Background: an optimization exercise with open tools, aiming at small area, a short achievable clock period and few clock cycles per item. Do not read the settings as production practice.
RTL that was checked went through simulation tests only; none was proved equivalent to the original.
Power is estimated from default activity; no workload was simulated.

== before ==
Design adf4350_plan, start of the top module:
module adf4350_plan (
    input  wire        clk,
    input  wire        rst,           
    input  wire        in_valid,
    output wire        in_ready,
    input  wire [31:0] in_f,          
    input  wire [15:0] in_ref,        
    output wire        out_valid,
    input  wire        out_ready,
    output wire [2:0]  out_div,
    output wire [22:0] out_int,
    output wire [22:0] out_frac,
    output wire [22:0] out_mod
);
Size in the first run: about 1200 cells after synthesis, ~80 flip-flops, ~130 I/O pins, roughly 10000 um2 of cells after synthesis.
export LEC_CHECK = 0
export ABC_CLOCK_PERIOD_IN_PS = 3200
export CAP_MARGIN = 20
export CORE_MARGIN = 2
export CORE_UTILIZATION = 40
export SETUP_SLACK_MARGIN = 3.8
export SLEW_MARGIN = 20
create_clock -name core_clock -period 7.0 [get_ports {clk}]
run.sh (not shown) runs the stock make flow with config.mk's settings and CLKGATE_MAP_FILE= SYNTH_SCRIPT=/design/flow/synth_recipe.tcl, a recipe that flattens the netlist after the stock synthesis.
before completed end to end with timing, DRC and antenna clean.
Relative to before, the following input files were edited for after:
- ABC_CLOCK_PERIOD_IN_PS now 3800, was 3200
- SETUP_SLACK_MARGIN now 3.0, was 3.8
==> notes.md <==
- Final cycle utilization of the critical path: after higher than before
- Logic depth of the worst setup path including buffers: after > before
- From before to after the numbers moved as follows: area used by multi-input combinational logic decreased by 4.7% relative to the old numbers; all-layer global routing usage now smaller; part of the total power dissipated in combinational logic shrank by 0.7 points; portion of total power attributed to the clock network increased by 0.5 points relative to the old numbers; via count fell about 4.3%.
- Summary of after over before: total power down about 5%; design area down 960 um2; maximum frequency down 3.4 MHz; met3 usage in global routing flat.
No run of this note included a check of the RTL's function; only the layout flow was run.

========
Setup of epsilon:
The RTL this note starts from:
==> flow/design.v <==
module adf4350_plan (
    input  wire        clk,
    input  wire        rst,           
    input  wire        in_valid,
    output wire        in_ready,
    input  wire [31:0] in_f,          
    input  wire [15:0] in_ref,        
    output wire        out_valid,
    input  wire        out_ready,
    output wire [2:0]  out_div,
    output wire [22:0] out_int,
    output wire [22:0] out_frac,
    output wire [22:0] out_mod
);
    reg        busy;
    reg        done;
    reg [3:0]  cnt;         
    reg [2:0]  div_r;
    reg [23:0] q_r;         
    reg        c_r;         
    reg [2:0]  r5;
    reg [22:0] rem;         
    reg [20:0] mod_q;       
    wire accept = in_valid & in_ready;
    assign in_ready  = ~busy & (~done | out_ready);
    assign out_valid = done;
    reg [2:0] div_sel;
    always @(*) begin
        if      (in_f < 32'd68750)   div_sel = 3'd6;
        else if (in_f < 32'd137500)  div_sel = 3'd5;
        else if (in_f < 32'd275000)  div_sel = 3'd4;
        else if (in_f < 32'd550000)  div_sel = 3'd3;
        else if (in_f < 32'd1100000) div_sel = 3'd2;
        else if (in_f < 32'd2200000) div_sel = 3'd1;
        else                         div_sel = 3'd0;
    end
    wire [5:0]  top_d5 = in_f[31:24] / 3'd5;
    wire [2:0]  top_r5 = in_f[31:24] % 3'd5;
    wire [23:0] f_sh   = div_sel[0] ? {in_f[22:0], 1'b0} : in_f[23:0];
    wire [20:0] mod25  = ({5'd0, in_ref} << 4) + ({5'd0, in_ref} << 3) + {5'd0, in_ref};
    wire        zero_in = (cnt < {2'b00, div_r[2:1]});
    wire        n1 = q_r[23] & ~zero_in;
    wire        n2 = q_r[22] & ~zero_in;
    wire [3:0]  t1  = {r5, n1};                  
    wire        c1  = (t1 >= 4'd5);
    wire [2:0]  r51 = c1 ? (t1 - 4'd5) : t1[2:0];
    wire [23:0] rs1 = {rem, c_r};
    wire [24:0] tr1 = {1'b0, rs1} - {2'b00, mod_q, 2'b00};
    wire        ge1 = ~tr1[24];
    wire [22:0] rm1 = ge1 ? tr1[22:0] : rs1[22:0];
    wire [3:0]  t2  = {r51, n2};
    wire        c2  = (t2 >= 4'd5);
    wire [2:0]  r52 = c2 ? (t2 - 4'd5) : t2[2:0];
    wire [23:0] rs2 = {rm1, c1};
    wire [24:0] tr2 = {1'b0, rs2} - {2'b00, mod_q, 2'b00};
    wire        ge2 = ~tr2[24];
    wire [22:0] rm2 = ge2 ? tr2[22:0] : rs2[22:0];
    assign out_div  = div_r;
    assign out_int  = q_r[22:0];
    assign out_frac = rem + {22'd0, c_r};
    assign out_mod  = {mod_q, 2'b00};
    always @(posedge clk) begin
        if (rst) begin
            busy <= 1'b0;
            done <= 1'b0;
        end else if (accept) begin
            busy <= 1'b1;
            done <= 1'b0;
        end else if (busy) begin
            if (cnt == 4'd0) begin
                busy <= 1'b0;
                done <= 1'b1;
            end
        end else if (out_ready) begin
            done <= 1'b0;
        end
        if (accept) begin
            div_r <= div_sel;
            cnt   <= 4'd11 + {2'b00, div_sel[2:1]};
            q_r   <= f_sh;
            c_r   <= top_d5[0];
            r5    <= top_r5;
            rem   <= {18'd0, top_d5[5:1]};
            mod_q <= mod25;
        end else if (busy) begin
            cnt <= cnt - 4'd1;
            q_r <= {q_r[21:0], ge1, ge2};
            c_r <= c2;
            r5  <= r52;
            rem <= rm2;
        end
    end
endmodule
Settings: LEC_CHECK=0, ABC_AREA=1, CAP_MARGIN=20, CORE_MARGIN=2, CORE_UTILIZATION=60, SETUP_SLACK_MARGIN=2.7, SLEW_MARGIN=20; clock period 7.0 ns.
standard.sh (not shown) runs the stock make flow with config.mk's settings and CLKGATE_MAP_FILE= SYNTH_SCRIPT=/design/flow/synth_recipe.tcl, a recipe that flattens the netlist after the stock synthesis.
==> flow/flow/run.sh <==
#!/bin/bash
set -euo pipefail
export BUFFER_PORTS_ARGS="-buffer_cell sky130_fd_sc_hd__buf_1"
bash standard.sh > orfs_make.log 2>&1
Testbench counts of epsilon, summed over its fixed seeds: cycles 21,748, items 1,600.
## Diff of input files: beta against epsilon
--- a/flow/config.mk
+++ b/flow/config.mk
@@ -11,3 +11,3 @@
 export CORE_UTILIZATION = 60
-export SETUP_SLACK_MARGIN = 2.7
+export SETUP_SLACK_MARGIN = 2.2
 export SLEW_MARGIN = 20
Results
beta went all the way through synthesis, placement and routing and the layout is clean on timing, DRC and antenna. Last weighted congestion value of the routability-driven placer essentially unchanged between epsilon and beta. Taking epsilon as the reference point, the power attributed to sequential cells of beta falls by about 2%. Sequential share of layout area ends up lower on epsilon. Comparing epsilon and beta, the lower final worst-path cycle share is on beta. Re number of buffers other than clock buffers in the final layout: epsilon and beta aren't equal, and the higher value belongs to epsilon. Compared with epsilon, in beta combinational gate power dropped 23%, total wire length after detailed routing went down. The worst setup path endpoint comes out rem[4] in one run and rem[10] in the other, namely in beta and epsilon respectively.

========
== run 1 ==
RTL: the design.v shown in full above, as it stands there.
Settings: LEC_CHECK=0, ABC_AREA=1, CAP_MARGIN=20, CORE_MARGIN=2, CORE_UTILIZATION=70, SETUP_SLACK_MARGIN=2.4, SLEW_MARGIN=20; clock period 7.0 ns.
Scripts as last shown in full above: flow/flow/run.sh
Testbench counts of run 1, summed over its fixed seeds: cycles 21,748, items 1,600.
Modified inputs, run 2 compared to run 1
Settings: putting ABC_CLOCK_PERIOD_IN_PS at 4000 where nothing was set; clearing ABC_AREA, which used to be 1; swapping 2.4 for 3.0 in SETUP_SLACK_MARGIN; swapping 70 for 40 in CORE_UTILIZATION.
==> flow/run.sh (new file) <==
#!/bin/bash
# synth_recipe.tcl (not shown) runs the flow's synth.tcl, then flattens the netlist and writes it again
# the make line also repeats each setting of config.mk as NAME=value (left out here)
make -C /OpenROAD-flow-scripts/flow DESIGN_CONFIG=/design/flow/config.mk WORK_HOME=/design/flow/orfs CLKGATE_MAP_FILE= SYNTH_SCRIPT=/design/flow/synth_recipe.tcl finish
removed: flow/flow/run.sh
removed: flow/standard.sh
==> notes.md <==
Post-route clock skew of run 1 is on par with run 2. A uppermost metal layer occupied by signal nets of met5 is what run 1 shows, while met4 belongs to run 2. In the metrics for run 2 and run 1, the one carrying the lower hold slack is run 2. Between run 2 and run 1, the difference in sequential fraction of the synthesis area is negligible. Row met1 wire length: run 2 higher / run 1 lower. For run 2, the combinational family with the most area after synthesis was compound AO/OA/AOI/OAI gates, unlike run 1, where it was simple AND/OR/NAND/NOR gates. Changes observed in run 2 relative to run 1: total power decreased by about 12% relative to the old numbers; area added between synthesis and finish increased by 13 points relative to the old numbers; static leakage decreased by 0.52% relative to the old numbers; count of unique library cells instantiated by Yosys increased by 12 relative to the old numbers; synthesized cell count decreased by 149 relative to the old numbers. Summary of the comparison: power share of the combinational group is lower in run 2, relative to run 1. Comparing run 2 and run 1, the lower multi-input gate share of the layout cell area is on run 2.
#### Input delta (run 3 over run 2)
Settings: ABC_CLOCK_PERIOD_IN_PS: 4000 -> 5000; SETUP_SLACK_MARGIN: 3.0 -> 1.0.
==> flow/flow/run.sh (new file) <==
#!/bin/bash
set -euo pipefail
export BUFFER_PORTS_ARGS="-buffer_cell sky130_fd_sc_hd__buf_2"
bash standard.sh > orfs_make.log 2>&1
==> flow/standard.sh (new file) <==
#!/bin/bash
# synth_recipe.tcl (not shown) runs the flow's synth.tcl, then flattens the netlist and writes it again
# the make line also repeats each setting of config.mk as NAME=value (left out here)
make -C /OpenROAD-flow-scripts/flow DESIGN_CONFIG=/design/flow/config.mk WORK_HOME=/design/flow/orfs CLKGATE_MAP_FILE= SYNTH_SCRIPT=/design/flow/synth_recipe.tcl "${@:-finish}"
removed: flow/run.sh
[summary]
Cell total after placement: run 3 vs run 2, no meaningful difference
Run 3: final-stage net count lower than run 2
NOTE: register-to-register setup slack in run 3 falls short of that of run 2
Run 3 vs run 2, portion of total power attributed to combinational logic went down by 5.2 points.
Proportion of layout cells with a drive suffix above 1: run 3 < run 2
Looking at final design instance area without fill, run 3 sits below run 2.
Going from run 2 to run 3, the final wirelength was found to have gone down by 2.4 mm.
Compared with run 2, run 3 is more frugal on power.
Sequential share of layout area: run 3 vs run 2 up 4.0 points
Against run 2 as the reference, run 3 delivers a lower clock power.
Input changes introduced in run 4 (baseline for comparison: run 3):
Settings: changing SETUP_SLACK_MARGIN from 1.0 to 2.6; setting ABC_AREA to 1 for the first time; changing ABC_CLOCK_PERIOD_IN_PS from 5000 to 3600.
==> flow/flow/run.sh <==
#!/bin/bash
set -euo pipefail
export BUFFER_PORTS_ARGS="-buffer_cell sky130_fd_sc_hd__buf_1"
bash standard.sh > orfs_make.log 2>&1
[summary]
Changes observed in run 4 relative to run 3: part of the power in the clock network went down 1.9 points, cell area after layout went up about 14%, minimum period implied by the final worst setup slack went down 1.18 ns, relative slew slack went down 6.3 points.
Run 4: PASS, flow complete, no timing, DRC or antenna violations
There was hardly any difference in remaining antenna violation count after routing between run 4 and run 3.
A startpoint of the worst setup timing path of rem[2]$_DFFE_PP_ is what run 4 shows, while rem[1]$_DFFE_PP_ belongs to run 3.
Modified inputs, run 5 compared to run 4
Settings: CORE_UTILIZATION: 40 -> 60; SETUP_SLACK_MARGIN: 2.6 -> 2.2; CTS_BUF_LIST: unset -> sky130_fd_sc_hd__clkbuf_8; ABC_CLOCK_PERIOD_IN_PS: 3600 -> unset.
Looking at sequential share of power across run 5 and run 4, the one that comes out higher is run 5. Compared to run 4, run 5 has overall via count from detail_route 4.2% lower. The flow did not stop early for run 5: all stages ran, and the layout cleared the timing, design-rule and antenna checks. For the met2 wirelength from detailed routing, run 5 came in 1.5 mm lower than run 4 did. Delta (run 5 minus run 4): leakage dissipation -8.9%; setup slack -0.26 ns; sum of net half-perimeters after detailed placement -about 5.4%. Detailed-route vias per instance (run 4 / run 5): 0.941. The standard cells in run 5 occupy less silicon area than those in run 4 do. Run 5 against run 4: post-cts gate resize count has decreased; width of the chip now smaller.

port drivers added, routing unchanged:
No port has a modelled driver above. Below, the same layouts with a new extraction and two added sets of constraints. Step 1 sets driving cells, clkbuf_16 on the clock port and buf_2 on the other inputs (assumed; they add their load-dependent delay and slew). Step 2, shift: input delay + t, output delay - t, t = (earliest + latest rising clock arrival at the registers) / 2. This alone moves slack from input paths to output paths. a / b / c = no drivers / after step 1 / after step 2; a / b = the first two.
| run | shift t [ns] | setup slack, ns | hold WS [ns] | worst setup path at the end | pins driven straight from the clock port |
|---|---|---|---|---|---|
| before | 0.404 | 1.732 / 1.718 / 1.313 | 0.556 / 0.556 / 0.556 | input to register | 1 |
| after | 0.400 | 1.635 / 1.655 / 1.255 | 0.540 / 0.540 / 0.540 | input to register | 1 |
| epsilon | 0.386 | 2.315 / 2.315 / 2.315 | 0.535 / 0.535 / 0.535 | register to register | 1 |
| beta | 0.390 | 2.438 / 2.405 / 2.173 | 0.535 / 0.535 / 0.535 | input to register | 1 |
| run 1 | 0.387 | 1.959 / 1.959 / 1.959 | 0.520 / 0.520 / 0.520 | register to register | 1 |
| run 2 | 0.391 | 2.084 / 2.084 / 2.084 | 0.511 / 0.511 / 0.511 | register to register | 1 |
| run 3 | 0.392 | 1.404 / 1.404 / 1.404 | 0.536 / 0.536 / 0.536 | register to register | 1 |
| run 4 | 0.390 | 2.588 / 2.588 / 2.370 | 0.509 / 0.509 / 0.509 | input to register | 1 |
| run 5 | 0.402 | 2.331 / 2.331 / 2.183 | 0.544 / 0.544 / 0.544 | input to register | 1 |
After both steps every run listed still meets setup and hold. For before, which loses most, drivers alone change the setup slack by -0.014 ns; drivers and shift together by -0.419 ns.
